Source: an optimization exercise on an open RTL-to-GDS flow (aim: small area, a short achievable clock period and few clock cycles per item). Production flows keep margins and buffers that such runs may drop.
No functional check of the RTL was part of any run shown here.
No activity file was given, so power comes from the tool's default toggle rates.

==> flow/design.v <==
module dsk_decoder (
    input  wire         clk,
    input  wire         rst,
    input  wire         in_valid,
    output wire         in_ready,
    input  wire [183:0] in_key,
    input  wire [4:0]   in_klen,
    output reg          out_valid,
    input  wire         out_ready,
    output reg          out_sign,
    output reg  [1:0]   out_class,
    output reg  [31:0]  out_exp,
    output reg  [5:0]   out_dcnt,
    output reg  [143:0] out_digits,
    output wire [2:0]   out_status,
    output wire [4:0]   out_detail
);
    reg         s0_v;
    reg [183:0] s0_key;
    reg [4:0]   s0_klen;
    reg         s1_v;
    reg         s1_e1;
    reg [3:0]   s1_det1;
    reg         s1_sign;
    reg [1:0]   s1_cls;
    reg         s1_d1;
    reg         s1_adjpos;
    reg [30:0]  s1_ep;
    reg [119:0] s1_dec;
    reg [3:0]   s1_g;
    reg [6:0]   s1_ke;
    reg         s1_e2;
    reg [3:0]   s1_det2;
    reg         s1_tail;
    wire         a_e1;
    wire [3:0]   a_det1;
    wire         a_sign;
    wire [1:0]   a_cls;
    wire         a_d1;
    wire         a_adjpos;
    wire [30:0]  a_ep;
    wire [119:0] a_dec;
    wire [3:0]   a_g;
    wire [6:0]   a_ke;
    wire         a_e2;
    wire [3:0]   a_det2;
    wire         a_tail;
    dsk_stage_a sa (
        .key(s0_key), .klen(s0_klen),
        .e1(a_e1), .det1(a_det1), .sign(a_sign), .cls(a_cls), .d1(a_d1),
        .adjpos(a_adjpos), .ep(a_ep), .dec(a_dec), .g(a_g), .ke(a_ke),
        .e2(a_e2), .det2(a_det2), .tail(a_tail)
    );
    reg          sk_e1;
    reg [3:0]    sk_det1;
    reg          sk_sign;
    reg [1:0]    sk_cls;
    reg          sk_d1;
    reg          sk_adjpos;
    reg [30:0]   sk_ep;
    reg [119:0]  sk_dec;
    reg [3:0]    sk_g;
    reg [6:0]    sk_ke;
    reg          sk_e2;
    reg [3:0]    sk_det2;
    reg          sk_tail;
    wire          bi_e1 = sk_v ? sk_e1 : s1_e1;
    wire [3:0]    bi_det1 = sk_v ? sk_det1 : s1_det1;
    wire          bi_sign = sk_v ? sk_sign : s1_sign;
    wire [1:0]    bi_cls = sk_v ? sk_cls : s1_cls;
    wire          bi_d1 = sk_v ? sk_d1 : s1_d1;
    wire          bi_adjpos = sk_v ? sk_adjpos : s1_adjpos;
    wire [30:0]   bi_ep = sk_v ? sk_ep : s1_ep;
    wire [119:0]  bi_dec = sk_v ? sk_dec : s1_dec;
    wire [3:0]    bi_g = sk_v ? sk_g : s1_g;
    wire [6:0]    bi_ke = sk_v ? sk_ke : s1_ke;
    wire          bi_e2 = sk_v ? sk_e2 : s1_e2;
    wire [3:0]    bi_det2 = sk_v ? sk_det2 : s1_det2;
    wire          bi_tail = sk_v ? sk_tail : s1_tail;
    wire         b_sign;
    wire [1:0]   b_cls;
    wire [31:0]  b_exp;
    wire [5:0]   b_dcnt;
    wire [143:0] b_digits;
    wire         b_status;
    wire [3:0]   b_detail;
    dsk_stage_b sb (
        .e1(bi_e1), .det1(bi_det1), .sign_in(bi_sign), .cls_in(bi_cls), .d1(bi_d1),
        .adjpos(bi_adjpos), .ep(bi_ep), .dec(bi_dec), .g(bi_g), .ke(bi_ke),
        .e2(bi_e2), .det2(bi_det2), .tail(bi_tail),
        .sign(b_sign), .cls(b_cls), .exp(b_exp), .dcnt(b_dcnt),
        .digits(b_digits), .status(b_status), .detail(b_detail)
    );
    reg         out_st;
    reg [3:0]   out_det;
    reg         sk_v;
    assign out_status = {2'b00, out_st};
    assign out_detail = {1'b0, out_det};
    reg  ovn;                           
    reg  rdy;                           
    wire adv  = ~sk_v;                  
    assign in_ready = rdy;
    always @(posedge clk) begin
        if (adv) begin
            s0_key    <= in_key;
            s0_klen   <= in_klen;
            s1_e1     <= a_e1;
            s1_det1   <= a_det1;
            s1_sign   <= a_sign;
            s1_cls    <= a_cls;
            s1_d1     <= a_d1;
            s1_adjpos <= a_adjpos;
            s1_ep     <= a_ep;
            s1_dec    <= a_dec;
            s1_g      <= a_g;
            s1_ke     <= a_ke;
            s1_e2     <= a_e2;
            s1_det2   <= a_det2;
            s1_tail   <= a_tail;
            sk_e1      <= s1_e1;
            sk_det1    <= s1_det1;
            sk_sign    <= s1_sign;
            sk_cls     <= s1_cls;
            sk_d1      <= s1_d1;
            sk_adjpos  <= s1_adjpos;
            sk_ep      <= s1_ep;
            sk_dec     <= s1_dec;
            sk_g       <= s1_g;
            sk_ke      <= s1_ke;
            sk_e2      <= s1_e2;
            sk_det2    <= s1_det2;
            sk_tail    <= s1_tail;
        end
        if (out_ready || ovn) begin
            out_sign   <= b_sign;
            out_class  <= b_cls;
            out_exp    <= b_exp;
            out_dcnt   <= b_dcnt;
            out_st     <= b_status;
            out_det    <= b_detail;
            out_digits[143:112] <= b_digits[143:112];
        end
        if (out_ready || (ovn && !sk_v))
            out_digits[111:56] <= b_digits[111:56];
        if (out_ready || (ovn && rdy))
            out_digits[55:0] <= b_digits[55:0];
    end
    always @(posedge clk) begin
        if (rst) begin
            s0_v      <= 1'b0;
            s1_v      <= 1'b0;
            out_valid <= 1'b0;
            ovn       <= 1'b1;
            sk_v      <= 1'b0;
            rdy       <= 1'b1;
        end else if (sk_v) begin
            if (out_ready) begin
                sk_v <= 1'b0;
                rdy  <= 1'b1;
            end
        end else begin
            s0_v <= in_valid;
            s1_v <= s0_v;
            if (ovn || out_ready) begin
                out_valid <= s1_v;
                ovn       <= ~s1_v;
            end
            else begin
                sk_v <= s1_v;
                rdy  <= ~s1_v;
            end
        end
    end
endmodule
module dsk_add3 (
    input  wire [3:0] i,
    output wire [3:0] o
);
    wire ge5 = i[3] | (i[2] & (i[1] | i[0]));
    assign o[3] = ge5;
    assign o[2] = (~ge5 & i[2]) | (i[3] & i[0]);
    assign o[1] = (~ge5 & i[1]) | (i[2] & i[1] & i[0]) | (i[3] & ~i[0]);
    assign o[0] = i[0] ^ ge5;
endmodule
module dsk_bcd10 (
    input  wire [9:0]  v,
    output wire [11:0] d
);
    wire [3:0] a1, a2, a3, a4, a5, a6, a7;
    wire [3:0] b1, b2, b3, b4;
    dsk_add3 c1 (.i({1'b0, v[9:7]}),  .o(a1));
    dsk_add3 c2 (.i({a1[2:0], v[6]}), .o(a2));
    dsk_add3 c3 (.i({a2[2:0], v[5]}), .o(a3));
    dsk_add3 c4 (.i({a3[2:0], v[4]}), .o(a4));
    dsk_add3 c5 (.i({a4[2:0], v[3]}), .o(a5));
    dsk_add3 c6 (.i({a5[2:0], v[2]}), .o(a6));
    dsk_add3 c7 (.i({a6[2:0], v[1]}), .o(a7));
    dsk_add3 t1 (.i({1'b0, a1[3], a2[3], a3[3]}), .o(b1));
    dsk_add3 t2 (.i({b1[2:0], a4[3]}), .o(b2));
    dsk_add3 t3 (.i({b2[2:0], a5[3]}), .o(b3));
    dsk_add3 t4 (.i({b3[2:0], a6[3]}), .o(b4));
    assign d[3:0]  = {a7[2:0], v[0]};
    assign d[7:4]  = {b4[2:0], a7[3]};
    assign d[11:8] = {b1[3], b2[3], b3[3], b4[3]};
endmodule
module dsk_stage_a (
    input  wire [183:0] key,
    input  wire [4:0]   klen,
    output wire         e1,         
    output wire [3:0]   det1,
    output wire         sign,
    output wire [1:0]   cls,
    output wire         d1,         
    output wire         adjpos,     
    output wire [30:0]  ep,         
    output wire [119:0] dec,        
    output wire [3:0]   g,          
    output reg  [6:0]   ke,         
    output wire         e2,         
    output wire [3:0]   det2,
    output wire         tail        
);
    integer i, j;
    genvar gk;
    wire [7:0] b0   = key[183:176];
    wire       tbit = key[180];
    wire [29:0] rb;                
    generate
        for (gk = 0; gk < 30; gk = gk + 1) begin : g_rb
            assign rb[gk] = key[179 - gk];
        end
    endgenerate
    reg [30:0] po, pz;             
    reg [29:0] o1, o2, o4, o8, z1, z2, z4, z8;
    always @* begin
        for (i = 0; i < 30; i = i + 1) begin o1[i] = rb[i]; z1[i] = ~rb[i]; end
        for (i = 0; i < 30; i = i + 1) begin
            o2[i] = (i >= 1) ? o1[i] & o1[i - 1] : o1[i];
            z2[i] = (i >= 1) ? z1[i] & z1[i - 1] : z1[i];
        end
        for (i = 0; i < 30; i = i + 1) begin
            o4[i] = (i >= 2) ? o2[i] & o2[i - 2] : o2[i];
            z4[i] = (i >= 2) ? z2[i] & z2[i - 2] : z2[i];
        end
        for (i = 0; i < 30; i = i + 1) begin
            o8[i] = (i >= 4) ? o4[i] & o4[i - 4] : o4[i];
            z8[i] = (i >= 4) ? z4[i] & z4[i - 4] : z4[i];
        end
        po[0] = 1'b1; pz[0] = 1'b1;
        for (i = 0; i < 30; i = i + 1) begin
            po[i + 1] = (i >= 8) ? o8[i] & o8[i - 8] : o8[i];
            pz[i + 1] = (i >= 8) ? z8[i] & z8[i - 8] : z8[i];
        end
        for (i = 16; i < 30; i = i + 1) begin
            po[i + 1] = po[i + 1] & po[i - 15];
            pz[i + 1] = pz[i + 1] & pz[i - 15];
        end
    end
    wire [30:0] pre;               
    wire [29:0] ft;                
    generate
        for (gk = 0; gk < 31; gk = gk + 1) begin : g_pre
            assign pre[gk] = tbit ? po[gk] : pz[gk];
        end
        for (gk = 0; gk < 30; gk = gk + 1) begin : g_ft
            assign ft[gk] = tbit ? (po[gk] & ~rb[gk]) : (pz[gk] & rb[gk]);
        end
    endgenerate
    reg [4:0] u;                   
    reg [4:0] uc;                  
    reg [5:0] uq;                  
    reg [4:0] ur;                  
    always @* begin
        u = 5'd0;
        uq = 6'd0;
        ur = 5'd0;
        for (i = 0; i < 30; i = i + 1) begin
            u = u | ({5{ft[i]}} & i[4:0]);
            uq[i / 5] = uq[i / 5] | ft[i];
            ur[i % 5] = ur[i % 5] | ft[i];
        end
        uc = 5'd0;
        for (i = 1; i <= 30; i = i + 1)
            uc = uc | ({5{pre[i] & ((i == 30) ? 1'b1 : ~pre[i + 1])}} & i[4:0]);
    end
    reg [22:0] lsel;               
    always @* begin
        for (i = 0; i < 23; i = i + 1)
            lsel[i] = (klen == i + 1);
    end
    wire L0   = (klen == 5'd0);
    wire L1   = lsel[0];
    wire Lbig = (klen > 5'd23);
    wire run_trunc = (lsel[1] & pre[12]) | (lsel[2] & pre[20]) | (lsel[3] & pre[28]);
    wire run_long  = pre[30];
    reg [4:0] qa;
    reg [4:0] ra;                  
    always @* begin
        qa = 5'd0;
        ra = 5'd0;
        for (i = 2; i < 24; i = i + 1)
            if (klen == i) begin
                qa = (4 * i - 3) / 5;
                ra[(4 * i - 3) % 5] = 1'b1;
            end
    end
    reg borrow;
    reg [4:0] r5;                  
    always @* begin
        borrow = 1'b0;
        r5 = 5'd0;
        for (i = 0; i < 5; i = i + 1)
            for (j = 0; j < 5; j = j + 1) begin
                if (i < j) borrow = borrow | (ra[i] & ur[j]);
                r5[(i - j + 5) % 5] = r5[(i - j + 5) % 5] | (ra[i] & ur[j]);
            end
    end
    reg [5:0] gq0 [0:5];
    reg [5:0] gq1 [0:5];
    reg [5:0] gsel;
    always @* begin
        gsel = 6'd0;
        for (i = 0; i < 6; i = i + 1) begin
            gq0[i] = {1'b0, qa} - i;
            gq1[i] = {1'b0, qa} - i - 1;
            gsel = gsel | ({6{uq[i]}} & (borrow ? gq1[i] : gq0[i]));
        end
    end
    wire pay_trunc = gsel[5];
    wire g_zero    = (gsel == 6'd0);
    wire g_many    = (gsel[4:0] > 5'd12);
    assign g = gsel[3:0];
    wire [207:0] z = {28'd0, key[179:0]};
    wire [179:0] s4;
    wire [163:0] s3;
    wire [155:0] s2;
    wire [151:0] s1;
    wire [149:0] xv;
    generate
        for (gk = 0; gk < 180; gk = gk + 1) begin : a4
            wire sel = (gk < 90) ? u[4] : uc[4];
            if (gk + 32 <= 207)
                assign s4[179 - gk] = sel ? z[207 - gk - 32] : z[207 - gk];
            else
                assign s4[179 - gk] = ~sel & z[207 - gk];
        end
        for (gk = 0; gk < 164; gk = gk + 1) begin : a3
            wire sel = (gk < 82) ? u[3] : uc[3];
            assign s3[163 - gk] = sel ? s4[179 - gk - 16] : s4[179 - gk];
        end
        for (gk = 0; gk < 156; gk = gk + 1) begin : a2
            wire sel = (gk < 78) ? u[2] : uc[2];
            assign s2[155 - gk] = sel ? s3[163 - gk - 8] : s3[163 - gk];
        end
        for (gk = 0; gk < 152; gk = gk + 1) begin : a1
            wire sel = (gk < 76) ? u[1] : uc[1];
            assign s1[151 - gk] = sel ? s2[155 - gk - 4] : s2[155 - gk];
        end
        for (gk = 0; gk < 150; gk = gk + 1) begin : a0
            assign xv[149 - gk] = u[0] ? s1[151 - gk - 2] : s1[151 - gk];
        end
    endgenerate
    assign dec = xv[119:0];
    assign ep[0] = xv[120] ^ ~tbit;
    generate
        for (gk = 1; gk < 31; gk = gk + 1) begin : g_ep
            if (gk < 30)
                assign ep[gk] = (pre[gk] & (xv[120 + gk] ^ ~tbit)) | ft[gk - 1];
            else
                assign ep[gk] = ft[gk - 1];
        end
    endgenerate
    assign adjpos = key[183] ~^ tbit;
    always @* begin
        ke = 7'd0;
        for (i = 1; i <= 12; i = i + 1)
            if (gsel[3:0] == i) ke = adjpos ? (7'd0 - 3 * i - 1) : (7'd4 - 3 * i);
    end
    reg [2:0] lastp;               
    always @* begin
        lastp = 3'd0;
        for (i = 0; i < 23; i = i + 1)
            lastp = lastp | ({3{lsel[i]}} & {|key[181 - 8*i -: 2], |key[179 - 8*i -: 2], |key[177 - 8*i -: 2]});
    end
    assign tail = (~r5[0] & lastp[0]) | ((r5[2] | r5[3] | r5[4]) & lastp[1]) |
                  ((r5[3] | r5[4]) & lastp[2]);
    reg       r_e1;
    reg [3:0] r_det1;
    reg       r_sign;
    reg [1:0] r_cls;
    reg       r_d1;
    always @* begin
        r_e1   = 1'b1;
        r_det1 = 4'd0;
        r_sign = 1'b0;
        r_cls  = 2'd0;
        r_d1   = 1'b0;
        if (L0)
            r_det1 = 4'd1;
        else if (Lbig)
            r_det1 = 4'd14;
        else if (L1) begin
            case (b0)
                8'h00: begin r_sign = 1'b1; r_cls = 2'd1; end
                8'h40: begin r_sign = 1'b1; r_d1 = 1'b1; end
                8'h80: begin r_d1 = 1'b1; end
                8'hC0: begin r_cls = 2'd1; end
                8'hE0: begin r_cls = 2'd2; end
                default: r_det1 = 4'd2;
            endcase
        end
        else if (b0[6])
            r_det1 = 4'd3;
        else if (b0[5])
            r_det1 = 4'd4;
        else if (b0[7:2] == 6'b100011 || b0[7:2] == 6'b000100)
            r_det1 = 4'd5;
        else if (run_trunc)
            r_det1 = 4'd6;
        else if (run_long)
            r_det1 = 4'd7;
        else if (pay_trunc)
            r_det1 = 4'd6;
        else begin
            r_e1   = 1'b0;
            r_sign = ~key[183];
        end
    end
    assign e1   = r_e1;
    assign det1 = r_det1;
    assign sign = r_sign;
    assign cls  = r_cls;
    assign d1   = r_d1;
    assign e2   = g_zero | g_many | r5[4];
    assign det2 = g_zero ? 4'd6 : g_many ? 4'd9 : 4'd10;
endmodule
module dsk_stage_b (
    input  wire         e1,
    input  wire [3:0]   det1,
    input  wire         sign_in,
    input  wire [1:0]   cls_in,
    input  wire         d1,
    input  wire         adjpos,
    input  wire [30:0]  ep,
    input  wire [119:0] dec,
    input  wire [3:0]   g,
    input  wire [6:0]   ke,
    input  wire         e2,
    input  wire [3:0]   det2,
    input  wire         tail,
    output wire         sign,
    output wire [1:0]   cls,
    output wire [31:0]  exp,
    output wire [5:0]   dcnt,
    output wire [143:0] digits,
    output wire         status,
    output wire [3:0]   detail
);
    integer i;
    genvar gk;
    wire neg = sign_in;            
    reg [11:0] gvalid, glast;
    always @* begin
        for (i = 0; i < 12; i = i + 1) begin
            gvalid[i] = (g > i);
            glast[i]  = (g == i + 1);
        end
    end
    localparam [28:0] EREM = 29'd463129089;
    reg lo_gt, lo_eq;
    always @* begin
        lo_gt = 1'b0;
        lo_eq = 1'b1;
        for (i = 28; i >= 0; i = i - 1) begin
            if (!EREM[i]) lo_gt = lo_gt | (lo_eq & ep[i]);
            lo_eq = lo_eq & (ep[i] == EREM[i]);
        end
    end
    wire exp_large = ep[30] | (ep[29] & lo_gt);
    wire [5:0]  g3 = {g, 1'b0} + {2'b0, g};
    wire [31:0] xe = adjpos ? {1'b0, ep} : ~{1'b0, ep};
    wire [7:0]  lo = {1'b0, xe[6:0]} + {1'b0, ke};
    wire [24:0] xh = xe[31:7];
    reg  [24:0] pa1, pa2, pa4, pa8, pa16, pz1, pz2, pz4, pz8, pz16;
    reg  [24:0] allone, allzero;   
    always @* begin
        for (i = 0; i < 25; i = i + 1) begin pa1[i] = xh[i]; pz1[i] = ~xh[i]; end
        for (i = 0; i < 25; i = i + 1) begin
            pa2[i] = (i >= 1) ? pa1[i] & pa1[i - 1] : pa1[i];
            pz2[i] = (i >= 1) ? pz1[i] & pz1[i - 1] : pz1[i];
        end
        for (i = 0; i < 25; i = i + 1) begin
            pa4[i] = (i >= 2) ? pa2[i] & pa2[i - 2] : pa2[i];
            pz4[i] = (i >= 2) ? pz2[i] & pz2[i - 2] : pz2[i];
        end
        for (i = 0; i < 25; i = i + 1) begin
            pa8[i] = (i >= 4) ? pa4[i] & pa4[i - 4] : pa4[i];
            pz8[i] = (i >= 4) ? pz4[i] & pz4[i - 4] : pz4[i];
        end
        for (i = 0; i < 25; i = i + 1) begin
            pa16[i] = (i >= 8) ? pa8[i] & pa8[i - 8] : pa8[i];
            pz16[i] = (i >= 8) ? pz8[i] & pz8[i - 8] : pz8[i];
        end
        allone[0] = 1'b1; allzero[0] = 1'b1;
        for (i = 1; i < 25; i = i + 1) begin
            allone[i]  = (i >= 17) ? pa16[i - 1] & pa16[i - 17] : pa16[i - 1];
            allzero[i] = (i >= 17) ? pz16[i - 1] & pz16[i - 17] : pz16[i - 1];
        end
    end
    reg [24:0] hi;
    always @* begin
        for (i = 0; i < 25; i = i + 1)
            hi[i] = xh[i] ^ (ke[6] ? (~lo[7] & allzero[i]) : (lo[7] & allone[i]));
    end
    wire [31:0] fexp = {hi, lo[6:0]};
    reg [9:0] v [0:11];
    always @* begin
        for (i = 0; i < 12; i = i + 1)
            v[i] = dec[119 - 10*i -: 10];
    end
    reg bad_declet, zero_last;
    always @* begin
        bad_declet = 1'b0;
        zero_last  = 1'b0;
        for (i = 0; i < 12; i = i + 1) begin
            bad_declet = bad_declet | (gvalid[i] & (&v[i][9:5]) & (v[i][4] | v[i][3]));
            zero_last  = zero_last | (glast[i] & ~(|v[i]));
        end
    end
    localparam [9:0] C99 = 10'd99, C899 = 10'd899, C900 = 10'd900;
    reg gt99, gt899, gt900, eq99, eq899, eq900;
    always @* begin
        gt99 = 1'b0; gt899 = 1'b0; gt900 = 1'b0;
        eq99 = 1'b1; eq899 = 1'b1; eq900 = 1'b1;
        for (i = 9; i >= 0; i = i - 1) begin
            if (!C99[i])  gt99  = gt99  | (eq99  & v[0][i]);
            if (!C899[i]) gt899 = gt899 | (eq899 & v[0][i]);
            if (!C900[i]) gt900 = gt900 | (eq900 & v[0][i]);
            eq99  = eq99  & (v[0][i] == C99[i]);
            eq899 = eq899 & (v[0][i] == C899[i]);
            eq900 = eq900 & (v[0][i] == C900[i]);
        end
    end
    wire lead_bad = neg ? (glast[0] ? gt900 : gt899) : ~gt99;
    wire ok = ~e1 & ~exp_large & ~e2 & ~bad_declet & ~tail & ~zero_last & ~lead_bad;
    wire [143:0] fd;
    generate
        for (gk = 0; gk < 12; gk = gk + 1) begin : g_dig
            wire [9:0]  w = neg ? (10'd999 - v[gk] + {9'd0, glast[gk]}) : v[gk];
            wire [11:0] bd;
            dsk_bcd10 u_bcd (.v(w), .d(bd));
            wire en = gvalid[gk] & ok;
            assign fd[12*gk + 3 -: 4]  = {4{en}} & bd[11:8];
            assign fd[12*gk + 7 -: 4]  = {4{en}} & bd[7:4];
            assign fd[12*gk + 11 -: 4] = {4{en}} & bd[3:0];
        end
    endgenerate
    reg [3:0] r_det;
    always @* begin
        if (e1)               r_det = det1;
        else if (exp_large)   r_det = 4'd8;
        else if (e2)          r_det = det2;
        else if (bad_declet)  r_det = 4'd11;
        else if (tail)        r_det = 4'd10;
        else if (zero_last)   r_det = 4'd12;
        else if (lead_bad)    r_det = 4'd13;
        else                  r_det = 4'd0;
    end
    assign detail = r_det;
    assign status = (r_det != 4'd0);
    assign sign   = (e1 | ok) & sign_in;
    assign cls    = cls_in;
    assign exp    = {32{ok}} & fexp;
    assign dcnt   = ok ? g3 : {5'd0, d1};
    assign digits = fd;
endmodule
==> flow/flow/run.sh <==
#!/bin/bash
# The standard layout (the standard.sh, standard synthesis included), with
# plain buffers on the ports instead of the default port buffer cell.
set -euo pipefail
bash standard.sh "BUFFER_PORTS_ARGS=-buffer_cell sky130_fd_sc_hd__buf_1" finish > standard_flow.log 2>&1
==> flow/standard.sh <==
#!/bin/bash
# synth_recipe.tcl (not shown) runs the flow's synth.tcl, then flattens the netlist and writes it again
# the make line also repeats each setting of config.mk as NAME=value (left out here)
make -C /OpenROAD-flow-scripts/flow DESIGN_CONFIG=/design/flow/config.mk WORK_HOME=/design/flow/orfs CLKGATE_MAP_FILE= SYNTH_SCRIPT=/design/flow/synth_recipe.tcl "${@:-finish}"
==> flow/config.mk <==
export PLATFORM = sky130hd
export DESIGN_NAME = dsk_decoder
export DESIGN_NICKNAME = dsk_decoder
export VERILOG_FILES = /design/flow/design.v
export SDC_FILE = /design/flow/constraint.sdc
export NUM_CORES = 8
export LEC_CHECK = 0
export ABC_AREA = 1
export CAP_MARGIN = 60
export CORE_MARGIN = 2
export CORE_UTILIZATION = 60
export CTS_BUF_LIST = sky130_fd_sc_hd__clkbuf_16
export CTS_CLUSTER_DIAMETER = 80
export CTS_CLUSTER_SIZE = 25
export PLACE_DENSITY = 0.7
export SLEW_MARGIN = 60
==> flow/constraint.sdc <==
create_clock -name core_clock -period 25.0 [get_ports {clk}]
set_input_delay 5.0000 -clock core_clock [delete_from_list [all_inputs] [get_ports {clk}]]
set_output_delay 5.0000 -clock core_clock [all_outputs]
set_load 0.01 [all_outputs]
==> implementation parameters, run 1 <==
Parameter                              Value

Outcome
  Outcome  no timing/DRC/antenna violations

Logic synthesis
  Post-synthesis sequential area ratio    38.98%
  Top cell type by total area after synthesis    sky130_fd_sc_hd__edfxtp_1
  Flip-flop and latch count after synthesis    741
  Share of the synthesized area in the top cell type    31.94%
  Area of the mapped netlist    52360 um2
  Most common flop cell mapped by yosys    sky130_fd_sc_hd__edfxtp_1
  Most numerous cell types in the synthesized netlist    2311 x sky130_fd_sc_hd__nand2_1, 878 x sky130_fd_sc_hd__inv_1, 705 x sky130_fd_sc_hd__o21ai_0
  Synth cell types    84
  Post-synthesis share of cell area spent on full adders, half adders and majority gates    1.558%
  Cells taking the most area after synthesis    sky130_fd_sc_hd__edfxtp_1 32%, sky130_fd_sc_hd__nand2_1 17%, sky130_fd_sc_hd__dfxtp_1 7.0%
  Proportion of synthesized area in mux cells    2.220%
  Async set-reset flop share out of synthesis    0%
  Total of warnings raised by yosys    6
  Cell with the most instances after synthesis    sky130_fd_sc_hd__nand2_1
  Average instance area after synthesis    7.081 um2
  Simple-gate area share of the yosys netlist    32.98%
  Xor/xnor share of the synthesized area    2.327%
  Number of flops mapped to enable cells by yosys    557
  Post-Syn Instances    7395
  Dominant combinational cell family by area after synthesis    simple AND/OR/NAND/NOR gates
  Fraction of the mapped netlist area in compound gates    12.57%

Floorplanning
  Horiz. Die Dim    299.4 um
  Area of the core    86620 um2
  Die H    299.4 um
  Initial core utilization    60.45%
  Placement Rows    108
  Die Area    89650 um2
  Number of placed I/O pins    388

Route
  Number of search-and-repair iterations in the first detailed-routing pass    7
  Iteration-0 DRC Markers    5789
  Final Routed Wirelength    169.4 mm
  Post-DR vias/cell    5.756
  Post-detailed-route count of antenna-violating nets    0
  Final routed DRC violation total    0
  Vias    50820
  Average wire length per cell after detail routing    19.19 um

Worst setup path
  Reg2reg setup slack    18630 ps
  Library cell appearing most often on the critical path    sky130_fd_sc_hd__nand2_1
  Critical Path End Type    flop
  Biggest cell delay along the critical path    570 ps
  Worst reg2reg startpoint    s0_key[180]
  Total stage count of the critical path    23
  Destination of the worst register-to-register timing path    s1_sign
  Crit start category    flop
  Critical path launch point    s0_key[180]
  Critical Path RT    25390 ps
  Worst EP arrival    6770 ps
  Critical path buffers and inverters    4
  Startpoint-to-endpoint class of the critical path    flop to flop
  Biggest fanout along the worst timing path    41
  Number of cells on the worst reg-to-reg path    23
  Cell type group with the largest total delay on the critical path    simple AND/OR/NAND/NOR gates
  Cell Chain, Critical Path    buf_4 > inv_1 > buf_4 > nand3_1 > nor2_2 > nand3_1 > nor2_2 > nor2_1 > nand2_1 > nand3_1 > nand2_1 > nand2_1 > nor2_1 > nand2_2 > inv_2 > nor3_1 > a21oi_1 > o21ai_0 > nor3_1 > nand4_1 > nor3_1 > nand2_1 > a21oi_1
  Critical Path Slowest Stage Cell    sky130_fd_sc_hd__a21oi_1

Clock tree
  Post-CTS sizing    0
  Clock latency on the worst-skew pair    690 ps
  Number of buffers between clock root and the deepest sink    3
  CTS tree    yes
  Count of hold-fix buffers inserted at cts    0
  Clock-pin slew on the worst setup and hold paths    100 ps
  Clock buffers created by TritonCTS    44
  Buffers inserted by post-CTS timing repair    0
  Buffer cell driving the clock tree root    sky130_fd_sc_hd__clkbuf_16
  CTS HTree Levels    2
  Clock sink count    741

STA
  Clock period minus worst slack    6373 ps
  Peak Freq    156.9 MHz
  Post-route clock skew    57.60 ps
  Post-route worst setup slack    18630 ps
  Max-slew headroom    56.14%
  Share of the cycle needed by the critical path after routing    25.49%
  Fin Setup TNS    0 ps
  Setup repair after global routing missed its margin    no
  Actual slew at the worst max-slew pin    650.9 ps
  Finish-stage setup viols    0
  Number of hold violations in the final report    0
  Number of max-slew violations in the final report    0
  Worst hold margin    461.2 ps

Power
  Pwr per Cell Area    107.7 nW/um2
  Peak supply drop    0.0001293 V
  Leak    0.02701 uW
  Total Power    6095 uW

Hold path
  Start point of the worst min-delay path    sk_det2[0]
  Hold Path End    sk_det2[0]
  Hold Crit Class    flop to flop
  Hold Path Cell Cnt    2

Global routing
  GRT Residual Overflow    0
  Vias in the first global route    46460
  Gr usage total    36.79%
  Initial antenna violation count    4
  Global-route wire length before repair    258.2 mm
  Largest net degree at the start of global routing    122

Run
  Max-capacitance violation count    0

Placement
  Place WS    18230 ps
  Placer Congestion    1.069
  Cell count after placement    8741
  Post-detail-place hpwl    134.4 mm
  Total of buffers placed on input and output ports    384

Layout
  Share of layout cells above drive strength 1    8.930%
  Signed area change from the synthesized netlist to the final layout    8.074%
  Final Instance Count excl. Fillers    8829
  Net count of the finished layout    7896
==> power by group <==
group	total (uW)	internal [uW]	switching, uW
combinational	3670	1090	2580
clock	845	372	473
sequential	1580	1490	90.4
total	6090	2950	3140
==> registers in the layout, summed over array words and instances, names as in the netlist, 6 cells and up <==
register	count
sk_ke	7
out_exp	32
out_dcnt	6
sk_ep	31
s1_ke	7
sk_dec	120
s1_dec	120
out_digits	144
s1_ep	31
s0_key	184
==> cell type report <==
class	count	area [um2]
repair buffers	435	2152
clock buffers	46	1151
multi-input cells	5433	27310
clock inverters	32	379.1
fillers	7823	30030
flip-flops and latches	741	20410
inverters	984	3727
well taps	1155	1445
diodes	3	7.507
==> cell usage in the layout, fill, tap and decap left out, types with 9 or more instances in the layout <==
master                      instances
sky130_fd_sc_hd__o21ai_0          663
sky130_fd_sc_hd__o21ai_2           41
sky130_fd_sc_hd__nand4_1           72
sky130_fd_sc_hd__nand3_1          569
sky130_fd_sc_hd__o211ai_1          25
sky130_fd_sc_hd__o22ai_1           10
sky130_fd_sc_hd__edfxtp_1         557
sky130_fd_sc_hd__inv_2            101
sky130_fd_sc_hd__nand2_4            9
sky130_fd_sc_hd__nor2_2            45
sky130_fd_sc_hd__nand2_2          137
sky130_fd_sc_hd__or2_1             16
sky130_fd_sc_hd__buf_6             10
sky130_fd_sc_hd__nand2_1         2308
sky130_fd_sc_hd__o21ai_1          120
sky130_fd_sc_hd__or2_2             77
sky130_fd_sc_hd__a21oi_2           11
sky130_fd_sc_hd__inv_1            884
sky130_fd_sc_hd__xor2_1            63
sky130_fd_sc_hd__nand3b_1          10
sky130_fd_sc_hd__dfxtp_1          183
sky130_fd_sc_hd__a31oi_1           33
sky130_fd_sc_hd__nor2_4            13
sky130_fd_sc_hd__nor2_1           476
sky130_fd_sc_hd__o31ai_1           16
sky130_fd_sc_hd__nand3_2           63
sky130_fd_sc_hd__xor2_2            11
sky130_fd_sc_hd__a211oi_1          16
sky130_fd_sc_hd__nor4_1            32
sky130_fd_sc_hd__mux2i_1          115
sky130_fd_sc_hd__buf_4             14
sky130_fd_sc_hd__nor3_1            67
sky130_fd_sc_hd__buf_1            384
sky130_fd_sc_hd__clkbuf_16         46
sky130_fd_sc_hd__a21oi_1          194
sky130_fd_sc_hd__nor4_2            10
sky130_fd_sc_hd__ha_1              62
sky130_fd_sc_hd__xnor2_1           40
==> how the worst max path moves through the flow <==
| stage | endpoint |
|---|---|
| after floorplan | out_exp[25] |
| after global placement | out_class[0] |
| after detailed placement | out_class[0] |
| after CTS | out_digits[8] |
| after global routing | s1_sign |
| final | s1_sign |
==> layer usage <==
metal / GRT usage (%) / wire length, um / vias to the layer above
met5: 0 / 40 / -
met4: 16.87 / 9143 / 6
met3: 5.052 / 14060 / 398
met2: 60.25 / 77350 / 2346
met1: 48.55 / 68850 / 23380
li1: - / - / 24690
==> logic make-up after synthesis <==
family                   after synthesis
XOR/XNOR                             122
AND/OR/NAND/NOR                     3942
buffers and inverters               1223
other                                  1
flip-flops                           741
adder cells (fa/ha/maj)               64
multiplexers                         116
AO/OA/AOI/OAI                       1186
==> worst min-delay path, stage by stage (launching register included) <==
cell and delay, ps:
sky130_fd_sc_hd__dfxtp_1 320, sky130_fd_sc_hd__nand2_1 50, sky130_fd_sc_hd__nand2_1 70
==> per-stage QoR <==
stage | util (%) | cell area [um2]
2_1_floorplan | - | 52370
3_3_place_gp | 62.80 | 54400
3_5_place_dp | 63.32 | 54850
4_1_cts | 65.09 | 56380
5_1_grt | 65.32 | 56580
6_report | 65.33 | 56590
==> run 2: changes to the inputs <==
--- a/flow/design.v
+++ b/flow/design.v
@@ -429,5 +429,5 @@
     assign e1   = r_e1;
     assign det1 = r_det1;
-    assign sign = r_sign;
+    assign sign = L1 ? ((b0 == 8'h00) | (b0 == 8'h40)) : ~key[183];
     assign cls  = r_cls;
     assign d1   = r_d1;
@@ -569,5 +569,5 @@
     assign detail = r_det;
     assign status = (r_det != 4'd0);
-    assign sign   = (e1 | ok) & sign_in;
+    assign sign   = (ok | (e1 & (det1 == 4'd0))) & sign_in;
     assign cls    = cls_in;
     assign exp    = {32{ok}} & fexp;
==> run 2 against run 1 <==
  * Sequential cell count unchanged
  * Routed wire length down 1.6%
  * Hold slack worse by 0.96 ps
  * Combinational power up 12%
  * Critical path depth up 1
  * Design area down 0.76%
  * Clock power down 0.5%
  * Via count down 1.7%
  * Die area down 0.54%
  * Core utilization down 0.30 points
  * Clock skew down 6.8 ps
  * Critical endpoint is now s1_ep[1]
  * Highest routed layer unchanged
==> implementation parameters, run 2 <==
Parameter                              Value

Worst setup path
  Critical Path Slowest Stage Cell    sky130_fd_sc_hd__o21ai_0
  Biggest fanout along the worst timing path    72 (+76%)
  Cell type group with the largest total delay on the critical path    simple AND/OR/NAND/NOR gates
  Crit start category    flop
  Number of cells on the worst reg-to-reg path    24 (+4.3%)
  Critical path launch point    s0_key[180]
  Library cell appearing most often on the critical path    sky130_fd_sc_hd__nand2_1
  Startpoint-to-endpoint class of the critical path    flop to flop
  Total stage count of the critical path    24 (+4.3%)
  Biggest cell delay along the critical path    550 ps (-20 ps)
  Worst reg2reg startpoint    s0_key[180]
  Critical path buffers and inverters    7 (+3)
  Worst EP arrival    6710 ps (-60 ps)
  Cell Chain, Critical Path    buf_4 > inv_1 > buf_4 > nor4_2 > nand2_1 > nor2_1 > nand2_1 > nand3_1 > nand4_1 > nor2_4 > nand2_8 > inv_2 > buf_4 > o21ai_0 > nand2_1 > o21ai_0 > inv_1 > o21ai_0 > nand2_1 > nand2_1 > o21ai_0 > nand2_1 > o21ai_0 > inv_1
  Critical Path End Type    flop
  Critical Path RT    25390 ps (about the same)

Route
  Iteration-0 DRC Markers    5570 (-3.8%)
  Average wire length per cell after detail routing    19.21 um (about the same)
  Post-detailed-route count of antenna-violating nets    0 (unchanged)
  Detailed-routed wire length on met2    75.48 mm (-2.4%)
  Vias    49970 (-1.7%)
  Wire length the detailed router placed on met1    68.29 mm (-0.81%)
  Number of search-and-repair iterations in the first detailed-routing pass    7 (unchanged)
  Final Routed Wirelength    166.7 mm (-1.6%)
  Final routed DRC violation total    0 (unchanged)
  Post-DR vias/cell    5.756 (about the same)
  Highest metal layer used by the detailed router    met5
  Met3 Routed Length    13.27 mm (-5.6%)

STA
  Setup repair after global routing missed its margin    no
  Finish-stage setup viols    0 (unchanged)
  Max-slew headroom    56.22% (+0.076 points)
  Post-route clock skew    50.78 ps (-6.818 ps)
  Number of hold violations in the final report    0 (unchanged)
  Number of max-slew violations in the final report    0 (unchanged)
  Share of the cycle needed by the critical path after routing    25.31% (-0.18 points)
  Worst hold margin    460.2 ps (-0.9560 ps)
  Clock period minus worst slack    6328 ps (-45.10 ps)
  Actual slew at the worst max-slew pin    653.8 ps (+2.865 ps)
  Fin Setup TNS    0 ps (unchanged)
  Peak Freq    158.0 MHz (+0.71%)

Logic synthesis
  Top cell type by total area after synthesis    sky130_fd_sc_hd__edfxtp_1
  Most numerous cell types in the synthesized netlist    2163 x sky130_fd_sc_hd__nand2_1, 814 x sky130_fd_sc_hd__inv_1, 708 x sky130_fd_sc_hd__o21ai_0
  Post-synthesis sequential area ratio    39.19% (+0.21 points)
  Flip-flop and latch count after synthesis    741 (unchanged)
  Area of the mapped netlist    52080 um2 (-0.55%)
  Cells taking the most area after synthesis    sky130_fd_sc_hd__edfxtp_1 32%, sky130_fd_sc_hd__nand2_1 16%, sky130_fd_sc_hd__dfxtp_1 7.1%
  Most common flop cell mapped by yosys    sky130_fd_sc_hd__edfxtp_1
  Async set-reset flop share out of synthesis    0% (unchanged)
  Post-Syn Instances    7254 (-1.9%)
  Total of warnings raised by yosys    6 (unchanged)
  Average instance area after synthesis    7.179 um2 (+1.4%)
  Synth cell types    85 (+1.2%)
  Share of the synthesized area in the top cell type    32.12% (+0.18 points)
  Number of flops mapped to enable cells by yosys    557 (unchanged)
  Cell with the most instances after synthesis    sky130_fd_sc_hd__nand2_1

Global routing
  Largest net degree at the start of global routing    115 (-5.7%)
  Vias in the first global route    45520 (-2.0%)
  Global-route wire length before repair    255.5 mm (-1.1%)
  Gr usage total    36.55% (-0.24 points)
  GRT Residual Overflow    0 (unchanged)
  Initial antenna violation count    2 (-2)

Hold path
  Hold Crit Class    flop to flop
  Hold Path Cell Cnt    2 (unchanged)
  Start point of the worst min-delay path    sk_dec[70]

Power
  Pwr per Cell Area    116.0 nW/um2 (+7.7%)
  Total Power    6513 uW (+6.9%)
  Leak    0.02621 uW (-2.9%)
  Peak supply drop    0.0001083 V (-16%)

Layout
  Share of layout cells above drive strength 1    9.447% (+0.52 points)
  Fill count    7727 (-1.2%)
  Flip-flop count of the largest register after layout    184 (unchanged)
  Signed area change from the synthesized netlist to the final layout    7.840%
  Net count of the finished layout    7747 (-1.9%)
  Area of combinational cells with multiple inputs    27070 um2 (-0.90%)
  Area of all sequential standard cells    20410 um2 (unchanged)
  Most frequent standard cell in the layout excluding fill and tap cells    sky130_fd_sc_hd__nand2_1
  Biggest registers after layout    s0_key: 184 flops, out_digits: 144 flops
  Register with the most flip-flops    s0_key
  Most frequent cells in the layout    2161 x sky130_fd_sc_hd__nand2_1, 824 x sky130_fd_sc_hd__inv_1, 651 x sky130_fd_sc_hd__o21ai_0
  Final design instance area without fill    56160 um2 (-0.76%)

Clock tree
  Post-CTS sizing    0 (unchanged)
  Clock-pin slew on the worst setup and hold paths    90 ps (about the same)
  Count of hold-fix buffers inserted at cts    0 (unchanged)
  Buffer cell driving the clock tree root    sky130_fd_sc_hd__clkbuf_16
  Clock latency on the worst-skew pair    660 ps (-30 ps)
  Clock sink count    741 (unchanged)
  CTS tree    yes
  Clock buffers created by TritonCTS    44 (unchanged)
  Number of buffers between clock root and the deepest sink    3 (unchanged)
  CTS HTree Levels    2 (unchanged)
  Buffers inserted by post-CTS timing repair    0 (unchanged)

Outcome
  Outcome  no timing/DRC/antenna violations

Floorplanning
  Die Area    89160 um2 (-0.54%)
  Initial core utilization    60.31% (-0.14 points)
  Die H    298.6 um (-0.27%)
  Number of placed I/O pins    388 (unchanged)
  Horiz. Die Dim    298.6 um (-0.27%)
  Placement Rows    108 (unchanged)
  Area of the core    86350 um2 (-0.31%)

Placement
  Placer Congestion    1.049 (-1.9%)
  Total of buffers placed on input and output ports    384 (unchanged)
  Post-place instance area    54450 um2 (-0.72%)
  Post-detail-place hpwl    132.9 mm (-1.1%)

Run
  Max-capacitance violation count    0 (unchanged)
[run 2: changes by cell type in the layout (fill, tap and decap cells not counted), moves of 12 or more]
cell                      previous run  this run
sky130_fd_sc_hd__nand2_1          2308      2161
sky130_fd_sc_hd__inv_1             884       824
sky130_fd_sc_hd__a21oi_1           194       149
sky130_fd_sc_hd__o21ai_1           120       163
sky130_fd_sc_hd__inv_2             101       134
sky130_fd_sc_hd__mux2i_1           115       147
sky130_fd_sc_hd__nand4_1            72       103
sky130_fd_sc_hd__nor2_1            476       451
sky130_fd_sc_hd__nand3_2            63        39
sky130_fd_sc_hd__nor3_1             67        87
sky130_fd_sc_hd__nor4_1             32        17
sky130_fd_sc_hd__nand3_1           569       555
sky130_fd_sc_hd__o21ai_0           663       651
[run 2: stage by stage]
step	std cells	utilization [%]	setup WS, ps
6_report	8682	65.04	18670
5_1_grt	8681	65.04	17950
2_1_floorplan	7256	-	9557
3_3_place_gp	8590	62.59	18000
3_5_place_dp	8595	63.06	18640
4_1_cts	8677	64.89	18690
[run 2: layout make-up]
class                           count  share of cell area [%]
Multi-Input combinational cell   5317                   48.20
Sequential cell                   741                   36.35
Inverter                          957                   6.434
Timing Repair Buffer              429                   3.627
Tap cell                         1155                   2.573
Clock buffer                       46                   2.050
Clock inverter                     36                  0.7597
Antenna cell                        1                0.004456
[run 2: cells by family after synthesis]
family	share of synthesized area (%)
AO/OA/AOI/OAI	12.89
XOR/XNOR	2.427
flip-flops	39.19
adder cells (fa/ha/maj)	1.567
buffers and inverters	9.361
AND/OR/NAND/NOR	31.71
other	0.007201
multiplexers	2.845
[run 2: metal layers]
metal	GRT usage [%]	vias to the layer above
met5	0	-
met4	18.65	2
met3	4.391	387
met2	58.65	2231
met1	48.96	22990
li1	-	24370
[run 2: final timing paths]
check	to	slack (ps)
setup / recovery	s1_ep[1]	18670
hold / removal	sk_dec[70]	460
setup reg to reg	s1_ep[1]	18670
hold reg to reg	sk_dec[70]	460
[run 2: worst min-delay path, cell delays in order, from the launching register on]
cell                      delay, ps
sky130_fd_sc_hd__dfxtp_1        320
sky130_fd_sc_hd__nand2_1         50
sky130_fd_sc_hd__nand2_1         70
[run 2: where the power goes]
group | total, uW | switching [uW] | internal, uW
registers | 1570 | 84.1 | 1490
clock network | 841 | 465 | 376
logic | 4100 | 2890 | 1210
total | 6510 | 3440 | 3080
==> run 3: changes to the inputs <==
--- a/flow/design.v
+++ b/flow/design.v
@@ -19,4 +19,5 @@
     reg [183:0] s0_key;
     reg [4:0]   s0_klen;
+    reg         s0_tn;                  
     reg         s1_v;
     reg         s1_e1;
@@ -47,5 +48,5 @@
     wire         a_tail;
     dsk_stage_a sa (
-        .key(s0_key), .klen(s0_klen),
+        .key(s0_key), .klen(s0_klen), .tn(s0_tn),
         .e1(a_e1), .det1(a_det1), .sign(a_sign), .cls(a_cls), .d1(a_d1),
         .adjpos(a_adjpos), .ep(a_ep), .dec(a_dec), .g(a_g), .ke(a_ke),
@@ -105,4 +106,5 @@
             s0_key    <= in_key;
             s0_klen   <= in_klen;
+            s0_tn     <= ~in_key[180];
             s1_e1     <= a_e1;
             s1_det1   <= a_det1;
@@ -207,4 +209,5 @@
     input  wire [183:0] key,
     input  wire [4:0]   klen,
+    input  wire         tn,         
     output wire         e1,         
     output wire [3:0]   det1,
@@ -362,14 +365,14 @@
     endgenerate
     assign dec = xv[119:0];
-    assign ep[0] = xv[120] ^ ~tbit;
+    assign ep[0] = xv[120] ^ tn;
     generate
         for (gk = 1; gk < 31; gk = gk + 1) begin : g_ep
             if (gk < 30)
-                assign ep[gk] = (pre[gk] & (xv[120 + gk] ^ ~tbit)) | ft[gk - 1];
+                assign ep[gk] = (pre[gk] & (xv[120 + gk] ^ tn)) | ft[gk - 1];
             else
                 assign ep[gk] = ft[gk - 1];
         end
     endgenerate
-    assign adjpos = key[183] ~^ tbit;
+    assign adjpos = key[183] ^ tn;
     always @* begin
         ke = 7'd0;
==> run 3 against run 2 <==
  * Clock power decreased by 2%
  * Die area increased by 0.88%
  * Core utilization increased by 0.064 points
  * Synthesized cell count increased by 0.30%
  * Critical path type is now flop to primary output
  * Largest power group unchanged
  * Highest routed layer is now met4
==> implementation parameters, run 3 <==
Parameter                              Value

Outcome
  Outcome  no timing/DRC/antenna violations

Worst setup path
  Total stage count of the critical path    1 (-96%)
  Worst EP arrival    1270 ps (-5440 ps)
  Critical path launch point    out_digits[8]
  Destination of the worst register-to-register timing path    out_digits[142]
  Cell type group with the largest total delay on the critical path    flip-flops
  Worst reg2reg startpoint    sk_v
  Startpoint-to-endpoint class of the critical path    flop to primary output
  Number of cells on the worst reg-to-reg path    40 (+67%)
  Biggest cell delay along the critical path    450 ps (-100 ps)
  Critical Path RT    20000 ps (-5390 ps)
  Critical Path Slowest Stage Cell    sky130_fd_sc_hd__edfxtp_1
  Critical Path End Type    primary output
  Cell Chain, Critical Path    buf_1
  Biggest fanout along the worst timing path    1 (-99%)
  Endpoint of the worst setup timing path    out_digits[8]
  Crit start category    flop
  Critical path buffers and inverters    1 (-6)
  Reg2reg setup slack    18800 ps (+130 ps)

Clock tree
  Clock buffers created by TritonCTS    44 (unchanged)
  CTS tree    yes
  Buffer cell driving the clock tree root    sky130_fd_sc_hd__clkbuf_16
  Post-CTS sizing    0 (unchanged)
  Clock sink count    742 (+0.13%)
  Clock latency on the worst-skew pair    680 ps (+20 ps)
  Buffers inserted by post-CTS timing repair    0 (unchanged)
  Number of buffers between clock root and the deepest sink    3 (unchanged)
  CTS HTree Levels    2 (unchanged)
  Clock-pin slew on the worst setup and hold paths    100 ps (about the same)
  Count of hold-fix buffers inserted at cts    0 (unchanged)

Layout
  Final Instance Count excl. Fillers    8715 (+0.38%)
  Most frequent cells in the layout    2193 x sky130_fd_sc_hd__nand2_1, 846 x sky130_fd_sc_hd__inv_1, 596 x sky130_fd_sc_hd__o21ai_0
  Flip-flop count of the largest register after layout    184 (unchanged)
  Register with the most flip-flops    s0_key
  Signed area change from the synthesized netlist to the final layout    7.492%
  Most frequent standard cell in the layout excluding fill and tap cells    sky130_fd_sc_hd__nand2_1
  Biggest registers after layout    s0_key: 184 flops, out_digits: 144 flops
  Net count of the finished layout    7780 (+0.43%)
  Share of layout cells above drive strength 1    9.579% (+0.13 points)

Route
  Iteration-0 DRC Markers    5714 (+2.6%)
  Post-detailed-route count of antenna-violating nets    0 (unchanged)
  Vias    50150 (+0.36%)
  Number of search-and-repair iterations in the first detailed-routing pass    8 (+1)
  Final Routed Wirelength    169.6 mm (+1.7%)
  Post-DR vias/cell    5.755 (about the same)
  Average wire length per cell after detail routing    19.46 um (+1.3%)
  Final routed DRC violation total    0 (unchanged)

Global routing
  Gr usage total    36.87% (+0.32 points)
  Vias in the first global route    46090 (+1.3%)
  Largest net degree at the start of global routing    149 (+30%)
  Global-route wire length before repair    258.1 mm (+1.0%)
  Met1 Resource Use GR    48.76% (-0.19 points)
  GRT met2 Usage    59.50% (+0.85 points)
  GRT Residual Overflow    0 (unchanged)
  Met3 Usage GRT    5.485% (+1.1 points)
  Initial antenna violation count    1 (-1)
  Most congested layer reported by global routing    met2

Placement
  Post-detail-place hpwl    134.4 mm (+1.1%)
  Placer Congestion    1.065 (+1.6%)
  Cell count after placement    8630 (+0.41%)
  Total of buffers placed on input and output ports    384 (unchanged)

Logic synthesis
  Synth cell types    79 (-7.1%)
  Area of the mapped netlist    52540 um2 (+0.89%)
  Flip-flop and latch count after synthesis    742 (+0.13%)
  Top cell type by total area after synthesis    sky130_fd_sc_hd__edfxtp_1
  Share of the synthesized area in the top cell type    31.89% (-0.23 points)
  Total of warnings raised by yosys    6 (unchanged)
  Most numerous cell types in the synthesized netlist    2195 x sky130_fd_sc_hd__nand2_1, 842 x sky130_fd_sc_hd__inv_1, 627 x sky130_fd_sc_hd__o21ai_0
  Cell with the most instances after synthesis    sky130_fd_sc_hd__nand2_1
  Post-Syn Instances    7276 (+0.30%)
  Most common flop cell mapped by yosys    sky130_fd_sc_hd__edfxtp_1
  Average instance area after synthesis    7.221 um2 (+0.59%)
  Async set-reset flop share out of synthesis    0% (unchanged)
  Cells taking the most area after synthesis    sky130_fd_sc_hd__edfxtp_1 32%, sky130_fd_sc_hd__nand2_1 16%, sky130_fd_sc_hd__dfxtp_1 7.0%
  Number of flops mapped to enable cells by yosys    558 (+0.18%)
  Post-synthesis sequential area ratio    38.90% (-0.29 points)

Hold path
  Hold Crit Class    flop to flop

STA
  Finish-stage setup viols    0 (unchanged)
  Worst hold margin    474.2 ps (+13.97 ps)
  Number of max-slew violations in the final report    0 (unchanged)
  Max-slew headroom    55.81% (-0.41 points)
  Actual slew at the worst max-slew pin    656.0 ps (+2.153 ps)
  Number of hold violations in the final report    0 (unchanged)
  Peak Freq    159.4 MHz (+0.84%)
  Fin Setup TNS    0 ps (unchanged)
  Clock period minus worst slack    6275 ps (-52.80 ps)
  Post-route clock skew    30.31 ps (-20.47 ps)
  Setup repair after global routing missed its margin    no
  Share of the cycle needed by the critical path after routing    25.10% (-0.21 points)

Floorplanning
  Number of placed I/O pins    388 (unchanged)
  Initial core utilization    60.56% (+0.25 points)
  Die H    299.9 um (+0.44%)
  Horiz. Die Dim    299.9 um (+0.44%)
  Placement Rows    108 (unchanged)
  Area of the core    86750 um2 (+0.47%)
  Die Area    89950 um2 (+0.88%)

Power
  Pwr per Cell Area    118.0 nW/um2 (+1.7%)
  Peak supply drop    0.0001346 V (+24%)
  Leak    0.02668 uW (+1.8%)
  Total Power    6663 uW (+2.3%)

Run
  Max-capacitance violation count    0 (unchanged)
-- run 3: cell count changes in the layout (fill, tap and decap cells not counted), sizes merged, moves of 9 or more --
cell | previous run | this run
a21oi | 164 | 173
inv | 969 | 986
mux2i | 148 | 160
nand2 | 2302 | 2360
nand3 | 595 | 618
nand4 | 103 | 86
nor2 | 517 | 526
o21a | 14 | 5
o21ai | 867 | 787
o31ai | 8 | 20
-- run 3: how the worst min path moves through the flow --
stage	from	end	slack, ps	cells past startpoint
2_1_floorplan	sk_det2[0]	sk_det2[0]	420	2
3_3_place_gp	sk_det2[1]	sk_det2[1]	430	2
3_5_place_dp	sk_det2[3]	sk_det2[3]	440	2
4_1_cts	sk_det2[0]	sk_det2[0]	470	2
5_1_grt	sk_ke[0]	sk_ke[0]	490	2
6_report	sk_ke[5]	sk_ke[5]	470	2
-- run 3: cells by family (layout without fill, tap and decap cells) --
kind of cell | count (synthesis) | after routing | share of synthesized area [%]
compound gates | 1137 | 1137 | 12.14
xor+xnor | 129 | 129 | 2.350
fa+ha+maj | 63 | 63 | 1.529
buf+inv | 1204 | 1484 | 9.506
flops | 742 | 742 | 38.90
mux | 160 | 160 | 3.048
other cells | 1 | 5 | 0.007137
simple gates | 3840 | 3840 | 32.52
-- run 3: routing by layer --
| layer | share of wire, % | wire, um | up-vias |
|---|---|---|---|
| li1 | - | - | 24380 |
| met1 | 41 | 69360 | 23120 |
| met2 | 45 | 76670 | 2254 |
| met3 | 8.4 | 14180 | 395 |
| met4 | 5.5 | 9387 | 0 |
| met5 | 0 | 0 | - |
-- run 3: cell type report --
type	instances	area [um2]
antenna	2	5.005
clock inverter	35	361.6
timing repair buffer	432	2072
inverter	972	3697
sequential	742	20440
tap	1155	1445
fill	7729	30280
multi-input combinational	5332	27330
clock buffer	45	1126
-- run 3: worst min-delay path, delay by kind of cell (launching register included) --
kind             cells  cell delay (ps)
AND/OR/NAND/NOR      2              120
flip-flops           1              320
-- run 3: through the flow --
step	setup slack [ps]	cell area, um2	util (%)
floorplan	9707	52550	-
global placement	17780	54420	62.73
detailed placement	18050	54830	63.21
CTS	18680	56320	64.92
global route	18300	56470	65.10
finish	18730	56480	65.10
-- run 3: power by group --
| part | leakage (uW) | internal (uW) | switching (uW) |
|---|---|---|---|
| sequential | 0.00778 | 1500 | 99.6 |
| clock | 0.000758 | 353 | 472 |
| combinational | 0.0181 | 1260 | 2970 |
| total | 0.0267 | 3120 | 3540 |
==> run 4: changes to the inputs <==
--- a/flow/design.v
+++ b/flow/design.v
@@ -19,5 +19,4 @@
     reg [183:0] s0_key;
     reg [4:0]   s0_klen;
-    reg         s0_tn;                  
     reg         s1_v;
     reg         s1_e1;
@@ -48,5 +47,5 @@
     wire         a_tail;
     dsk_stage_a sa (
-        .key(s0_key), .klen(s0_klen), .tn(s0_tn),
+        .key(s0_key), .klen(s0_klen),
         .e1(a_e1), .det1(a_det1), .sign(a_sign), .cls(a_cls), .d1(a_d1),
         .adjpos(a_adjpos), .ep(a_ep), .dec(a_dec), .g(a_g), .ke(a_ke),
@@ -106,5 +105,4 @@
             s0_key    <= in_key;
             s0_klen   <= in_klen;
-            s0_tn     <= ~in_key[180];
             s1_e1     <= a_e1;
             s1_det1   <= a_det1;
@@ -209,5 +207,4 @@
     input  wire [183:0] key,
     input  wire [4:0]   klen,
-    input  wire         tn,         
     output wire         e1,         
     output wire [3:0]   det1,
@@ -365,14 +362,14 @@
     endgenerate
     assign dec = xv[119:0];
-    assign ep[0] = xv[120] ^ tn;
+    assign ep[0] = xv[120] ^ ~tbit;
     generate
         for (gk = 1; gk < 31; gk = gk + 1) begin : g_ep
             if (gk < 30)
-                assign ep[gk] = (pre[gk] & (xv[120 + gk] ^ tn)) | ft[gk - 1];
+                assign ep[gk] = (pre[gk] & (xv[120 + gk] ^ ~tbit)) | ft[gk - 1];
             else
                 assign ep[gk] = ft[gk - 1];
         end
     endgenerate
-    assign adjpos = key[183] ^ tn;
+    assign adjpos = key[183] ~^ tbit;
     always @* begin
         ke = 7'd0;
@@ -432,5 +429,5 @@
     assign e1   = r_e1;
     assign det1 = r_det1;
-    assign sign = L1 ? ((b0 == 8'h00) | (b0 == 8'h40)) : ~key[183];
+    assign sign = r_sign;
     assign cls  = r_cls;
     assign d1   = r_d1;
@@ -550,11 +547,25 @@
     generate
         for (gk = 0; gk < 12; gk = gk + 1) begin : g_dig
-            wire [9:0]  w = neg ? (10'd999 - v[gk] + {9'd0, glast[gk]}) : v[gk];
+            wire       dc = neg & glast[gk];
+            wire [9:0] w;
+            genvar bk;
+            for (bk = 0; bk < 10; bk = bk + 1) begin : g_dec
+                if (bk == 0)
+                    assign w[bk] = v[gk][bk] ^ dc;
+                else
+                    assign w[bk] = v[gk][bk] ^ (dc & ~(|v[gk][bk - 1:0]));
+            end
             wire [11:0] bd;
             dsk_bcd10 u_bcd (.v(w), .d(bd));
             wire en = gvalid[gk] & ok;
-            assign fd[12*gk + 3 -: 4]  = {4{en}} & bd[11:8];
-            assign fd[12*gk + 7 -: 4]  = {4{en}} & bd[7:4];
-            assign fd[12*gk + 11 -: 4] = {4{en}} & bd[3:0];
+            genvar dk;
+            for (dk = 0; dk < 3; dk = dk + 1) begin : g_nine
+                wire [3:0] d = bd[11 - 4*dk -: 4];
+                wire [3:0] n = {neg ? ~(d[3] | d[2] | d[1]) : d[3],
+                                d[2] ^ (neg & d[1]),
+                                d[1],
+                                d[0] ^ neg};
+                assign fd[12*gk + 4*dk + 3 -: 4] = {4{en}} & n;
+            end
         end
     endgenerate
@@ -572,5 +583,5 @@
     assign detail = r_det;
     assign status = (r_det != 4'd0);
-    assign sign   = (ok | (e1 & (det1 == 4'd0))) & sign_in;
+    assign sign   = (e1 | ok) & sign_in;
     assign cls    = cls_in;
     assign exp    = {32{ok}} & fexp;
==> run 4 against run 3 <==
  * Largest power group unchanged
  * Final cell count up 6.0%
  * Critical path type unchanged
  * Routed wire length is 12% higher
  * Synthesized cell count rose by 7.0%
==> implementation parameters, run 4 <==
Parameter                              Value

Outcome
  Outcome  no timing/DRC/antenna violations

Worst setup path
  Biggest fanout along the worst timing path    1 (unchanged)
  Critical path buffers and inverters    1 (unchanged)
  Critical Path End Type    primary output
  Critical Path Slowest Stage Cell    sky130_fd_sc_hd__edfxtp_1
  Worst EP arrival    1420 ps (+150 ps)
  Reg2reg setup slack    18780 ps (-20 ps)
  Cell type group with the largest total delay on the critical path    flip-flops
  Cell Chain, Critical Path    buf_1
  Crit start category    flop
  Startpoint-to-endpoint class of the critical path    flop to primary output
  Biggest cell delay along the critical path    360 ps (-90 ps)
  Critical Path RT    20000 ps (about the same)

Clock tree
  Clock sink count    741 (-0.13%)
  Clock buffers created by TritonCTS    44 (unchanged)
  Number of buffers between clock root and the deepest sink    3 (unchanged)
  Buffers inserted by post-CTS timing repair    0 (unchanged)
  Post-CTS sizing    0 (unchanged)
  CTS tree    yes
  Count of hold-fix buffers inserted at cts    0 (unchanged)
  Buffer cell driving the clock tree root    sky130_fd_sc_hd__clkbuf_16
  CTS HTree Levels    2 (unchanged)
  Clock latency on the worst-skew pair    700 ps (+20 ps)
  Clock-pin slew on the worst setup and hold paths    110 ps (about the same)

Floorplanning
  Placement Rows    110 (+1.9%)
  Area of the core    89740 um2 (+3.4%)
  Die Area    92600 um2 (+2.9%)
  Die H    304.3 um (+1.5%)
  Initial core utilization    60.30% (-0.27 points)
  Number of placed I/O pins    388 (unchanged)
  Horiz. Die Dim    304.3 um (+1.5%)

Logic synthesis
  Proportion of synthesized area in mux cells    1.258% (-1.8 points)
  Cells taking the most area after synthesis    sky130_fd_sc_hd__edfxtp_1 31%, sky130_fd_sc_hd__nand2_1 16%, sky130_fd_sc_hd__nand3_1 7.1%
  Total of warnings raised by yosys    6 (unchanged)
  Average instance area after synthesis    6.947 um2 (-3.8%)
  Dominant combinational cell family by area after synthesis    simple AND/OR/NAND/NOR gates
  Simple-gate area share of the yosys netlist    35.88% (+3.4 points)
  Post-synthesis share of cell area spent on full adders, half adders and majority gates    1.161% (-0.37 points)
  Top cell type by total area after synthesis    sky130_fd_sc_hd__edfxtp_1
  Flip-flop and latch count after synthesis    741 (-0.13%)
  Cell with the most instances after synthesis    sky130_fd_sc_hd__nand2_1
  Share of the synthesized area in the top cell type    30.91% (-0.98 points)
  Most common flop cell mapped by yosys    sky130_fd_sc_hd__edfxtp_1
  Number of flops mapped to enable cells by yosys    557 (-0.18%)
  Post-Syn Instances    7788 (+7.0%)
  Synth cell types    76 (-3.8%)
  Post-synthesis sequential area ratio    37.72% (-1.2 points)
  Fraction of the mapped netlist area in compound gates    12.76% (+0.63 points)
  Area of the mapped netlist    54110 um2 (+3.0%)
  Xor/xnor share of the synthesized area    1.727% (-0.62 points)
  Async set-reset flop share out of synthesis    0% (unchanged)
  Most numerous cell types in the synthesized netlist    2372 x sky130_fd_sc_hd__nand2_1, 842 x sky130_fd_sc_hd__inv_1, 764 x sky130_fd_sc_hd__nand3_1

Route
  Post-detailed-route count of antenna-violating nets    0 (unchanged)
  Final routed DRC violation total    0 (unchanged)
  Iteration-0 DRC Markers    6418 (+12%)
  Vias    54830 (+9.3%)
  Number of search-and-repair iterations in the first detailed-routing pass    7 (-1)
  Final Routed Wirelength    189.4 mm (+12%)
  Post-DR vias/cell    5.937 (+3.2%)
  Average wire length per cell after detail routing    20.51 um (+5.4%)

STA
  Share of the cycle needed by the critical path after routing    25.66% (+0.56 points)
  Number of max-slew violations in the final report    0 (unchanged)
  Clock period minus worst slack    6416 ps (+140.9 ps)
  Fin Setup TNS    0 ps (unchanged)
  Actual slew at the worst max-slew pin    745.5 ps (+89.51 ps)
  Peak Freq    155.9 MHz (-2.2%)
  Worst hold margin    468.1 ps (-6.095 ps)
  Finish-stage setup viols    0 (unchanged)
  Setup repair after global routing missed its margin    no
  Number of hold violations in the final report    0 (unchanged)
  Post-route clock skew    65.46 ps (+35.15 ps)
  Max-slew headroom    49.78% (-6.0 points)
  Post-route worst setup slack    18580 ps (-140.9 ps)

Global routing
  Vias in the first global route    49880 (+8.2%)
  GRT Residual Overflow    0 (unchanged)
  Initial antenna violation count    2 (+1)
  Gr usage total    39.37% (+2.5 points)
  Global-route wire length before repair    283.9 mm (+10%)
  Largest net degree at the start of global routing    127 (-15%)

Placement
  Post-detail-place hpwl    150.8 mm (+12%)
  Placer Congestion    1.057 (-0.70%)
  Place WS    18130 ps (+80.00 ps)
  Total of buffers placed on input and output ports    384 (unchanged)

Layout
  Share of layout cells above drive strength 1    9.446% (-0.13 points)
  Net count of the finished layout    8263 (+6.2%)
  Flip-flop count of the largest register after layout    184 (unchanged)
  Register with the most flip-flops    s0_key
  Fill count    8011 (+3.6%)
  Signed area change from the synthesized netlist to the final layout    7.754%
  Area of all sequential standard cells    20410 um2 (-0.15%)
  Area of combinational cells with multiple inputs    28860 um2 (+5.6%)
  Most frequent standard cell in the layout excluding fill and tap cells    sky130_fd_sc_hd__nand2_1
  Most frequent cells in the layout    2368 x sky130_fd_sc_hd__nand2_1, 845 x sky130_fd_sc_hd__inv_1, 763 x sky130_fd_sc_hd__nand3_1
  Biggest registers after layout    s0_key: 184 flops, out_digits: 144 flops

Run
  Max-capacitance violation count    0 (unchanged)

Hold path
  Hold Crit Class    flop to flop

Power
  Peak supply drop    0.00008123 V (-40%)
  Leak    0.02766 uW (+3.7%)
  Pwr per Cell Area    102.4 nW/um2 (-13%)
## run 4: cell types whose count changed after synthesis, sizes merged, moves of 24 or more
cell and delta:
nand3 +212, nor2 +159, nand2 +141, o21ai -95, mux2i -92, nand4 +60, o211ai +46, o21a +45
a21oi +36, inv +33, or2 -32, xor2 -31, buf +28, a31oi +24
## run 4: logic make-up (layout without fill, tap and decap cells)
logic type	Yosys count	count (layout)
fa+ha+maj	49	49
other cells	1	5
simple gates	4372	4372
flops	741	741
mux	68	68
xor+xnor	105	105
buf+inv	1267	1533
compound gates	1185	1185
## run 4: final timing paths
path                                       to  cells after the start         from
worst max-delay path            out_status[0]                      1       out_st
worst min-delay path               sk_det2[1]                      2   sk_det2[1]
worst max register to register     s1_dec[77]                     27  s0_key[180]
worst min register to register     sk_det2[1]                      2   sk_det2[1]
## run 4: area by class of cell
cell class                      count  share of cell area, %
Multi-Input combinational cell   5782                  49.50
Sequential cell                   741                  35.01
Inverter                         1009                  6.550
Timing Repair Buffer              443                  3.807
Tap cell                         1176                  2.524
Clock buffer                       45                  1.931
Clock inverter                     36                 0.6631
Antenna cell                        2               0.008584
## run 4: per-layer routing
metal	global-route usage (%)	wire length [um]	up-vias
met3	7.215	17330	588
met2	64.38	86310	2716
met5	0	0	-
met1	49.01	72380	25330
li1	-	-	26190
met4	22.67	13390	0
## run 4: per-stage QoR
stage / power, uW / std cells / utilization [%] / area, um2
finish: 5971 / 9234 / 64.97 / 58300
floorplan: 4302 / 7790 / - / 54110
CTS: 5895 / 9231 / 64.83 / 58180
global placement: 4889 / 9135 / 62.54 / 56120
global route: 6478 / 9232 / 64.97 / 58300
detailed placement: 5060 / 9150 / 63.15 / 56670
## run 4: power breakdown
part           total, uW  leakage (uW)  switching [uW]  internal (uW)
Combinational       3550        0.0191            2490           1060
Clock                834      0.000762             471            363
Sequential          1590       0.00776             112           1480
Total               5970        0.0277            3070           2900
## run 4: worst register-to-register path, cell delays in order (launching register included)
cell	delay (ps)
sky130_fd_sc_hd__edfxtp_1	330
sky130_fd_sc_hd__buf_4	450
sky130_fd_sc_hd__inv_2	80
sky130_fd_sc_hd__buf_4	290
sky130_fd_sc_hd__nor2_2	230
sky130_fd_sc_hd__inv_1	90
sky130_fd_sc_hd__nor2_2	120
sky130_fd_sc_hd__inv_2	40
sky130_fd_sc_hd__nor2_2	210
sky130_fd_sc_hd__inv_2	100
sky130_fd_sc_hd__nor2_1	140
sky130_fd_sc_hd__nand2_1	150
sky130_fd_sc_hd__nor2_1	120
sky130_fd_sc_hd__inv_1	80
sky130_fd_sc_hd__o21ai_1	320
sky130_fd_sc_hd__nor2_1	180
sky130_fd_sc_hd__nor3_1	330
sky130_fd_sc_hd__nand2_2	80
sky130_fd_sc_hd__buf_4	280
sky130_fd_sc_hd__nor2_4	150
sky130_fd_sc_hd__clkbuf_8	460
sky130_fd_sc_hd__inv_6	330
sky130_fd_sc_hd__o21ai_0	540
sky130_fd_sc_hd__mux2i_1	320
sky130_fd_sc_hd__nand2_1	190
sky130_fd_sc_hd__o21ai_0	170
sky130_fd_sc_hd__nor2_1	140
sky130_fd_sc_hd__a31oi_1	60

what the ideal ports hide:
No port has a modelled driver above. Below, the same layouts with a new extraction and two added sets of constraints. Step 1 sets driving cells, clkbuf_16 on the clock port and buf_2 on the other inputs (assumed; they add their load-dependent delay and slew). Step 2, shift: input delay + t, output delay - t, t = (earliest + latest rising clock arrival at the registers) / 2. This alone moves slack from input paths to output paths. a / b / c = no drivers / after step 1 / after step 2; a / b = the first two.
| run | t, ns | setup slack, ns | worst hold slack (ns) | slew at the worst register clock pin (ns) |
|---|---|---|---|---|
| run 1 | 0.738 | 18.627 / 18.617 / 18.427 | 0.461 / 0.461 / 0.461 | 0.11 / 0.11 |
| run 2 | 0.713 | 18.672 / 18.646 / 18.555 | 0.460 / 0.460 / 0.460 | 0.11 / 0.11 |
| run 3 | 0.732 | 18.725 / 18.653 / 18.398 | 0.474 / 0.474 / 0.474 | 0.11 / 0.11 |
| run 4 | 0.741 | 18.584 / 18.511 / 18.443 | 0.468 / 0.468 / 0.468 | 0.11 / 0.11 |
After both steps every run listed still meets setup and hold. For run 3, which loses most, drivers alone change the setup slack by -0.072 ns; drivers and shift together by -0.327 ns.
